This design comes from an exercise in tuning for small area, a short achievable clock period and few clock cycles per item on the open sky130 flow, not from production work. At most, simulation tests tie the RTL to the original design; equivalence was not proved.

==> v10: inputs <==
==> flow/design.v (excerpt) <==
module frame_decoder (
    input  wire        clk,
    input  wire        rst,           
    input  wire        cmd_valid,
    output reg         cmd_ready,
    input  wire [2:0]  cmd_op,
    input  wire [63:0] cmd_arg,
    output reg         rsp_valid,
    output wire [7:0]  rsp_status,
    output wire [7:0]  rsp_cause,
    output wire [63:0] rsp_result,
    input  wire        in_valid,
    output reg         in_ready,
    input  wire [7:0]  in_data,
    output wire        out_valid,
    input  wire        out_ready,
    output wire [7:0]  out_data
);
    localparam [2:0] OP_INIT     = 3'd0;
    localparam [2:0] OP_GET_LCS  = 3'd1;
    localparam [2:0] OP_GET_OFF  = 3'd2;
    localparam [2:0] OP_RESET    = 3'd3;
    localparam [2:0] OP_FINALIZE = 3'd4;
    localparam [5:0] C_BAD_VERSION     = 6'h11;
    localparam [5:0] C_LENGTH_MISMATCH = 6'h12;
    localparam [5:0] C_BAD_FLAGS       = 6'h13;
    localparam [5:0] C_ZERO_SEGMENTS   = 6'h14;
    localparam [5:0] C_SEQUENCE        = 6'h15;
    localparam [5:0] C_CONTENT_OVERRUN = 6'h16;
    localparam [5:0] C_PAST_END        = 6'h17;
    localparam [5:0] C_FINAL_OFFSET    = 6'h18;
    localparam [5:0] C_SEGMENT_CRC     = 6'h20;
    localparam [5:0] C_MESSAGE_CRC     = 6'h21;
    reg        valid;             
    reg        fault;
    reg [5:0]  fcause;            
    reg r_hdr, r_shdr, r_cont, r_sftr, r_mftr, r_fread, r_done;
    reg [63:0] xlen;              
    reg        crc_on;            
    reg [15:0] seg_count;         
    reg [63:0] offset;
    reg [15:0] seg_num;
    reg [63:0] seg_rem;           
    reg [63:0] seg_crc;           
    reg [63:0] msg_crc;           
    reg        p_hdr, p_shdr, p_cont, p_sftr, p_mftr;    
    reg [63:0] boundary;
    reg        has_b;             
    reg [15:0] b_seg_num;
    reg [63:0] b_msg_crc;
    reg [3:0]  pend_k;            
  ...
clock: 12.0 ns
lec_check: 0
cap_margin: 40
core_margin: 2
core_utilization: 65
cts_buf_list: sky130_fd_sc_hd__clkbuf_8
place_density: 0.72
slew_margin: 40
standard.sh (not shown) runs the stock make flow with config.mk's settings and CLKGATE_MAP_FILE= SYNTH_SCRIPT=/design/flow/synth_recipe.tcl, a recipe that flattens the netlist after the stock synthesis.
==> flow/flow/run.sh <==
#!/bin/bash
# The standard layout (the standard.sh, unchanged synthesis), with two
# settings changed: timing repair aims at a setup slack of 8.2 ns instead of 0,
# so the layout reaches a shorter period, and the buffer put on every port is
# a buf_2 instead of the delay cell the resizer picks by default. Each ORFS
# step writes its own log under orfs/logs; make's output goes to the logs
# named below.
set -euo pipefail
bash standard.sh synth > synth_make.log 2>&1
bash standard.sh SETUP_SLACK_MARGIN=8.2 "BUFFER_PORTS_ARGS=-buffer_cell sky130_fd_sc_hd__buf_2" finish > layout_make.log 2>&1
==> v5 (differences from v10) <==
--- a/flow/design.v
+++ b/flow/design.v
@@ -55,16 +55,17 @@
     reg [63:0] xlen;              
     reg        crc_on;            
     reg [15:0] seg_count;         
     reg [63:0] offset;
     reg [15:0] seg_num;
     reg [63:0] seg_rem;           
     reg [63:0] seg_crc;           
     reg [63:0] msg_crc;           
+    reg [7:0]  dr;                
     reg        p_hdr, p_shdr, p_cont, p_sftr, p_mftr;    
     reg [63:0] boundary;
     reg        has_b;             
     reg [15:0] b_seg_num;
     reg [63:0] b_msg_crc;
     reg [3:0]  pend_k;            
     reg        save;              
     reg [3:0]  hcnt;              
@@ -122,18 +123,18 @@
     wire        x_lt23 = x_hi0 & (xlen[4:0] < 5'd23);
     wire e_lt8  = ez & (e0 < 8'd8);
     wire e_lt10 = ez & (e0 < 8'd10);
     wire e_lt16 = ez & (e0 < 8'd16);
     wire e_lt18 = ez & (e0 < 8'd18);
     wire e_eq0  = ez & (e0 == 8'd0);
     wire e_eq16 = ez & (e0 == 8'd16);
     wire [63:0] seg_crc_nx, msg_crc_nx;
-    crc64_nvme_byte u_seg_crc (.crc_in(seg_crc), .data(ob1), .hold(p_sftr), .crc_out(seg_crc_nx));
-    crc64_nvme_byte u_msg_crc (.crc_in(msg_crc), .data(ob1), .hold(p_mftr), .crc_out(msg_crc_nx));
+    crc64_nvme_byte u_seg_crc (.crc_in(seg_crc), .data(dr), .hold(p_sftr), .crc_out(seg_crc_nx));
+    crc64_nvme_byte u_msg_crc (.crc_in(msg_crc), .data(dr), .hold(p_mftr), .crc_out(msg_crc_nx));
     wire [7:0]  seg_now = p_shdr ? 8'hff : (p_cont | p_sftr) ? seg_crc_nx[7:0] : seg_crc[7:0];
     wire [7:0]  msg_now = p_hdr  ? 8'hff : (p_cont | p_mftr) ? msg_crc_nx[7:0] : msg_crc[7:0];
     reg        berr;
     reg [5:0]  bcode;
     always @(*) begin
         berr  = 1'b0;
         bcode = C_BAD_VERSION;
         if (r_hdr) begin
@@ -375,16 +376,17 @@
         if (take) pb <= pb_sub[7:0];
         if (go_init | go_reset)
             bsel <= 8'd1;
         else if (take)
             bsel <= (r_shdr & (hcnt == 4'd0)) ? 8'd1 : {bsel[6:0], bsel[7]};
         if (take & r_shdr & (hcnt == 4'd2)) e0 <= e_byte;
         if (take & r_shdr & (hcnt >= 4'd2))
             ez <= (ez | (hcnt == 4'd2)) & ((hcnt == 4'd2) | e_byte0);
+        if (take) dr <= in_data;
         {p_hdr, p_shdr, p_cont, p_sftr, p_mftr} <=
             {5{take}} & {r_hdr, r_shdr, r_cont, r_sftr, r_mftr};
         if (p_shdr | p_cont | p_sftr)
             seg_crc <= p_shdr ? {64{1'b1}} : seg_crc_nx;
         if (go_reset | p_hdr | p_cont | p_mftr)
             msg_crc <= go_reset ? b_msg_crc : p_hdr ? {64{1'b1}} : msg_crc_nx;
     end
 endmodule
==> flow/flow/run.sh (replaced) <==
#!/bin/bash
# The standard layout (the standard.sh, unchanged synthesis), with two
# settings changed: timing repair aims at a setup slack of 8.0 ns instead of 0,
# so the layout reaches a shorter period, and the buffer put on every port is
# a buf_2 instead of the delay cell the resizer picks by default. Each ORFS
# step writes its own log under orfs/logs; make's output goes to the logs
# named below.
set -euo pipefail
bash standard.sh synth > synth_make.log 2>&1
bash standard.sh SETUP_SLACK_MARGIN=8.0 "BUFFER_PORTS_ARGS=-buffer_cell sky130_fd_sc_hd__buf_2" finish > layout_make.log 2>&1
ABC_AREA = 1   (was default)
==> v13 (differences from v10) <==
--- a/flow/design.v
+++ b/flow/design.v
@@ -55,16 +55,17 @@
     reg [63:0] xlen;              
     reg        crc_on;            
     reg [15:0] seg_count;         
     reg [63:0] offset;
     reg [15:0] seg_num;
     reg [63:0] seg_rem;           
     reg [63:0] seg_crc;           
     reg [63:0] msg_crc;           
+    reg [7:0]  dr;                
     reg        p_hdr, p_shdr, p_cont, p_sftr, p_mftr;    
     reg [63:0] boundary;
     reg        has_b;             
     reg [15:0] b_seg_num;
     reg [63:0] b_msg_crc;
     reg [3:0]  pend_k;            
     reg        save;              
     reg [3:0]  hcnt;              
@@ -122,18 +123,18 @@
     wire        x_lt23 = x_hi0 & (xlen[4:0] < 5'd23);
     wire e_lt8  = ez & (e0 < 8'd8);
     wire e_lt10 = ez & (e0 < 8'd10);
     wire e_lt16 = ez & (e0 < 8'd16);
     wire e_lt18 = ez & (e0 < 8'd18);
     wire e_eq0  = ez & (e0 == 8'd0);
     wire e_eq16 = ez & (e0 == 8'd16);
     wire [63:0] seg_crc_nx, msg_crc_nx;
-    crc64_nvme_byte u_seg_crc (.crc_in(seg_crc), .data(ob1), .hold(p_sftr), .crc_out(seg_crc_nx));
-    crc64_nvme_byte u_msg_crc (.crc_in(msg_crc), .data(ob1), .hold(p_mftr), .crc_out(msg_crc_nx));
+    crc64_nvme_byte u_seg_crc (.crc_in(seg_crc), .data(dr), .hold(p_sftr), .crc_out(seg_crc_nx));
+    crc64_nvme_byte u_msg_crc (.crc_in(msg_crc), .data(dr), .hold(p_mftr), .crc_out(msg_crc_nx));
     wire [7:0]  seg_now = p_shdr ? 8'hff : (p_cont | p_sftr) ? seg_crc_nx[7:0] : seg_crc[7:0];
     wire [7:0]  msg_now = p_hdr  ? 8'hff : (p_cont | p_mftr) ? msg_crc_nx[7:0] : msg_crc[7:0];
     reg        berr;
     reg [5:0]  bcode;
     always @(*) begin
         berr  = 1'b0;
         bcode = C_BAD_VERSION;
         if (r_hdr) begin
@@ -175,66 +176,56 @@
             o_byte = o_byte | (offset[8 * bi +: 8] & {8{bsel[bi]}});
         end
         o_byte = o_byte & {8{~r_hdr}};
     end
     wire       pb_first = r_shdr & (hcnt == 4'd1);
     wire [1:0] pbw_in  = (r_shdr & !pb_first) ? pbw : 2'd0;
     wire [9:0] pb_sub  = {2'd0, x_byte} - {2'd0, o_byte} - (pb_first ? 10'd10 : {8'd0, pbw_in});
     wire [1:0] pbw_nx  = pb_sub[9] ? (pb_sub[8] ? 2'd1 : 2'd2) : 2'd0;
-    wire flag   = r_hdr ? zero_c : r_shdr ? ovf_nx : berr;
-    wire f_reg  = perr | (r_hdr ? x_lt23 : r_shdr ? 1'b0 :
-                          r_sftr ? (last_s ? e_lt16 : e_lt18) : !e_eq16);
-    wire f_ez   = r_shdr & (crc_on ? ez_lt8 : (last_n ? !ez_eq0 : ez_lt10));
     wire f_cont = rem1 & (crc_on ? e_lt8 : (last_s ? !e_eq0 : e_lt10));
-    wire fault_now = (tc & f_cont) | (tl & (f_reg | flag | (f_ez & !nz_nx)));
+    wire f_hdr  = perr | zero_c | x_lt23;
+    wire f_shdr = perr | ovf_nx |
+                  (!nz_nx & (crc_on ? ez_lt8 : (last_n ? !ez_eq0 : ez_lt10)));
+    wire f_sftr = perr | berr | (last_s ? e_lt16 : e_lt18);
+    wire f_mftr = perr | berr | !e_eq16;
+    wire fault_now = (tc & f_cont) |
+                     (tl & ((r_hdr & f_hdr) | (r_shdr & f_shdr) |
+                            (r_sftr & f_sftr) | (r_mftr & f_mftr)));
     wire n_fault = !go_init & (fault | fault_now);
     wire n_valid = valid | go_init;
-    reg [5:0] c_set, c_clr;       
+    reg [5:0] n_fcause;
     always @(*) begin
-        c_set = fcause;
-        c_clr = fcause;
-        if (r_cont) begin
-            c_set = (crc_on | !last_s) ? C_PAST_END : C_FINAL_OFFSET;
-            c_clr = c_set;
-        end else if (!lastb) begin
-            if (!perr) begin c_set = bcode; c_clr = bcode; end
-        end else if (r_hdr) begin
-            if (!perr) begin c_set = C_ZERO_SEGMENTS; c_clr = C_PAST_END; end
-        end else if (r_shdr) begin
-            if (!perr) begin
-                c_set = C_CONTENT_OVERRUN;
-                c_clr = (crc_on | !last_n) ? C_PAST_END : C_FINAL_OFFSET;
-            end
-        end else if (r_sftr) begin
-            c_set = C_SEGMENT_CRC;
-            c_clr = perr ? C_SEGMENT_CRC : C_PAST_END;
-        end else begin
-            c_set = C_MESSAGE_CRC;
-            c_clr = perr ? C_MESSAGE_CRC : C_FINAL_OFFSET;
+        n_fcause = fcause;
+        if (tc)
+            n_fcause = (crc_on | !last_s) ? C_PAST_END : C_FINAL_OFFSET;
+        else if (take & !lastb) begin
+            if (!perr) n_fcause = bcode;
+        end else if (tl) begin
+            if (r_hdr)
+                n_fcause = perr ? fcause : zero_c ? C_ZERO_SEGMENTS : C_PAST_END;
+            else if (r_shdr)
+                n_fcause = perr ? fcause : ovf_nx ? C_CONTENT_OVERRUN :
+                           (crc_on | !last_n) ? C_PAST_END : C_FINAL_OFFSET;
+            else if (r_sftr)
+                n_fcause = (perr | berr) ? C_SEGMENT_CRC : C_PAST_END;
+            else
+                n_fcause = (perr | berr) ? C_MESSAGE_CRC : C_FINAL_OFFSET;
         end
     end
-    wire [5:0] n_fcause = take ? (flag ? c_set : c_clr) : fcause;
-    reg  run;
-    wire b_lt_c   = (b_seg_num < seg_count);
-    wire stop_now = (tc & rem1 & !crc_on & last_s) |
-                    (tl & (r_mftr | (r_shdr & !crc_on & last_n & !nz_nx)));
-    wire n_run    = go_init ? 1'b1 :
-                    go_reset ? !(has_b & !b_lt_c & !crc_on) :
-                    run & !(fault_now | stop_now);
     reg        n_hdr, n_shdr, n_cont, n_sftr, n_mftr, n_fread, n_done;
     always @(*) begin
         {n_hdr, n_shdr, n_cont, n_sftr, n_mftr, n_fread, n_done} =
             {r_hdr, r_shdr, r_cont, r_sftr, r_mftr, r_fread, r_done};
         if (go_init) begin
             {n_hdr, n_shdr, n_cont, n_sftr, n_mftr, n_fread, n_done} = 7'b1000000;
         end else if (go_reset) begin
             if (!has_b)
                 {n_hdr, n_shdr, n_cont, n_sftr, n_mftr, n_fread, n_done} = 7'b1000000;
-            else if (b_lt_c)
+            else if (b_seg_num < seg_count)
                 {n_hdr, n_shdr, n_cont, n_sftr, n_mftr, n_fread, n_done} = 7'b0100000;
             else if (crc_on)
                 {n_hdr, n_shdr, n_cont, n_sftr, n_mftr, n_fread, n_done} = 7'b0000100;
             else
                 {n_hdr, n_shdr, n_cont, n_sftr, n_mftr, n_fread, n_done} = 7'b0000010;
         end else if (go_fin) begin
             {n_hdr, n_shdr, n_cont, n_sftr, n_mftr, n_fread, n_done} = 7'b0000001;
         end else if (tc) begin
@@ -257,46 +248,47 @@
                 n_sftr = 1'b0;
                 if (last_s) n_mftr = 1'b1;
                 else        n_shdr = 1'b1;
             end else begin
                 n_mftr = 1'b0; n_fread = 1'b1;
             end
         end
     end
-    wire step_ok = !(perr | flag | (r_hdr & x_lt13));
+    wire n_takes = n_hdr | n_shdr | n_cont | n_sftr | n_mftr;
+    wire step_ok = r_hdr  ? !(perr | zero_c | x_lt13) :
+                   r_shdr ? !(perr | ovf_nx) :
+                            !(perr | berr);
     wire n_save  = (tc & rem1 & !crc_on) |
                    (tl & step_ok & (r_sftr | (r_shdr & !nz_nx & !crc_on)));
     wire push  = tc;
     wire pop   = ov0 & out_ready;
     wire n_ov0 = ov1 | push | (ov0 & !pop);
     wire n_ov1 = ov1 ? !pop : (push & ov0 & !pop);
     always @(posedge clk) begin
         if (rst) begin
             valid     <= 1'b0;
             fault     <= 1'b0;
             in_ready  <= 1'b0;
-            run       <= 1'b0;
             ov0       <= 1'b0;
             ov1       <= 1'b0;
             cmd_ready <= 1'b1;
             go_init   <= 1'b0;
             go_reset  <= 1'b0;
             go_fin    <= 1'b0;
             go_lcs    <= 1'b0;
             pending   <= 1'b0;
             swapped   <= 1'b0;
             rsp_valid <= 1'b0;
             pend_k    <= 4'd0;
             save      <= 1'b0;
         end else begin
             valid     <= n_valid;
             fault     <= n_fault;
-            run       <= n_run;
-            in_ready  <= n_run & !(n_ov0 & n_ov1);
+            in_ready  <= n_valid & !n_fault & n_takes & !(n_ov0 & n_ov1);
             ov0       <= n_ov0;
             ov1       <= n_ov1;
             cmd_ready <= !cmd_fire;
             go_init   <= cmd_fire & (cmd_op == OP_INIT);
             go_reset  <= cmd_fire & (cmd_op == OP_RESET) & valid & !fault;
             go_fin    <= cmd_fire & (cmd_op == OP_FINALIZE) & valid & !fault & (r_fread | r_done);
             go_lcs    <= cmd_fire & (cmd_op == OP_GET_LCS) & valid;
             pending   <= (cmd_fire & slow_cmd) | ((cmd_fire | pending) & n_ov0);
@@ -375,16 +367,17 @@
         if (take) pb <= pb_sub[7:0];
         if (go_init | go_reset)
             bsel <= 8'd1;
         else if (take)
             bsel <= (r_shdr & (hcnt == 4'd0)) ? 8'd1 : {bsel[6:0], bsel[7]};
         if (take & r_shdr & (hcnt == 4'd2)) e0 <= e_byte;
         if (take & r_shdr & (hcnt >= 4'd2))
             ez <= (ez | (hcnt == 4'd2)) & ((hcnt == 4'd2) | e_byte0);
+        if (take) dr <= in_data;
         {p_hdr, p_shdr, p_cont, p_sftr, p_mftr} <=
             {5{take}} & {r_hdr, r_shdr, r_cont, r_sftr, r_mftr};
         if (p_shdr | p_cont | p_sftr)
             seg_crc <= p_shdr ? {64{1'b1}} : seg_crc_nx;
         if (go_reset | p_hdr | p_cont | p_mftr)
             msg_crc <= go_reset ? b_msg_crc : p_hdr ? {64{1'b1}} : msg_crc_nx;
     end
 endmodule
==> flow/flow/run.sh (replaced) <==
#!/bin/bash
# The standard layout (the standard.sh, unchanged synthesis), with two
# settings changed: timing repair aims at a setup slack of 8.0 ns instead of 0,
# so the layout reaches a shorter period, and the buffer put on every port is
# a buf_2 instead of the delay cell the resizer picks by default. Each ORFS
# step writes its own log under orfs/logs; make's output goes to the logs
# named below.
set -euo pipefail
bash standard.sh synth > synth_make.log 2>&1
bash standard.sh SETUP_SLACK_MARGIN=8.0 "BUFFER_PORTS_ARGS=-buffer_cell sky130_fd_sc_hd__buf_2" finish > layout_make.log 2>&1
CORE_UTILIZATION = 55   (was 65)
PLACE_DENSITY = 0.65   (was 0.72)
==> impl_metrics.tcl <==
set metrics [dict create \
    status "no timing/DRC/antenna violations" \
    seq_share_pct 46.1 \
    routedWlPerCell_um 20.7 \
    path_max_fanout 6 \
    dp.cells 4396 \
    numCtsBuffers 100 \
    relSlewSlack_pct 43.5 \
    coreArea_sq_mm 0.0502 \
    cpMaxStageDelayCell "dfxtp_1" \
    worstSetupPathType "reg -> out" \
    synth-xor-area-share_pct 7.38 \
]
That was v5.
==> impl_metrics.tcl <==
set metrics [dict create \
    routedWlPerCell_um 21.6 \
    status "no timing/DRC/antenna violations" \
    clk_latency_ns 0.70 \
    critPathArrivalTime_ns 4.45 \
    cpMaxStageDelayCell "ha_4" \
    relSlewSlack_pct 38.4 \
    ff2ff_path_depth 14 \
    numCtsBuffers 98 \
    synth-xor-area-share_pct 13.5 \
    dp.cells 3486 \
    cp_top_family "simple AND/OR/NAND/NOR gates" \
    path_max_fanout 2 \
    multiInputGateArea_sq_mm 0.0140 \
    syn_area_per_cell_sq_um 10.9 \
    worstSetupPathType "in -> reg" \
    multi_input_cells 2020 \
]
That was v10.
==> impl_metrics.tcl <==
set metrics [dict create \
    cpMaxStageDelayCell "nor4_4" \
    dp.cells 3618 \
    relSlewSlack_pct 39.9 \
    worstSetupPathType "in -> reg" \
    design_area_sq_mm 0.0359 \
    timing.critical_path.from "in_data[3]" \
    synth-xor-area-share_pct 13.6 \
    routedWlPerCell_um 21.7 \
    worstHoldStart "msg_crc[62]" \
    numCtsBuffers 104 \
    coreArea_sq_mm 0.0563 \
    status "no timing/DRC/antenna violations" \
    p_leak_nw 12.9 \
    slowest_delay_ns 0.27 \
]
That was v13.
Testbench counts of v5, summed over its fixed seeds: cycles 55,012, items 54,500.
The RTL of v10 and v13 was laid out without a check of its function.

==> afterwards: timing with drivers on the ports <==
In the flow no input, the clock included, has a driving cell. The finished layouts below were timed again as built, in two steps.
Step 1: set_driving_cell puts a clkbuf_16 on clk and a buf_2 on each other input, an assumption about the parent block.
Step 2, shift: input delay + t, output delay - t, t = (earliest + latest rising clock arrival at the registers) / 2. This alone moves slack from input paths to output paths.
Three values: no drivers, after step 1, after step 2; two values: the first two.
run	shift t [ns]	setup slack, ns	worst register clock-pin slew, ns	worst data-port slew with drivers (ns)	cell pins on the clock port's net
v10	0.744	7.999 / 7.998 / 7.253	0.07 / 0.07	0.08	1
v5	0.784	8.084 / 8.025 / 7.358	0.07 / 0.07	0.05	1
v13	0.738	7.764 / 7.710 / 6.973	0.07 / 0.07	0.16	1
After both steps every run listed still meets setup and hold. For v13, which loses most, drivers alone change the setup slack by -0.054 ns; drivers and shift together by -0.791 ns.
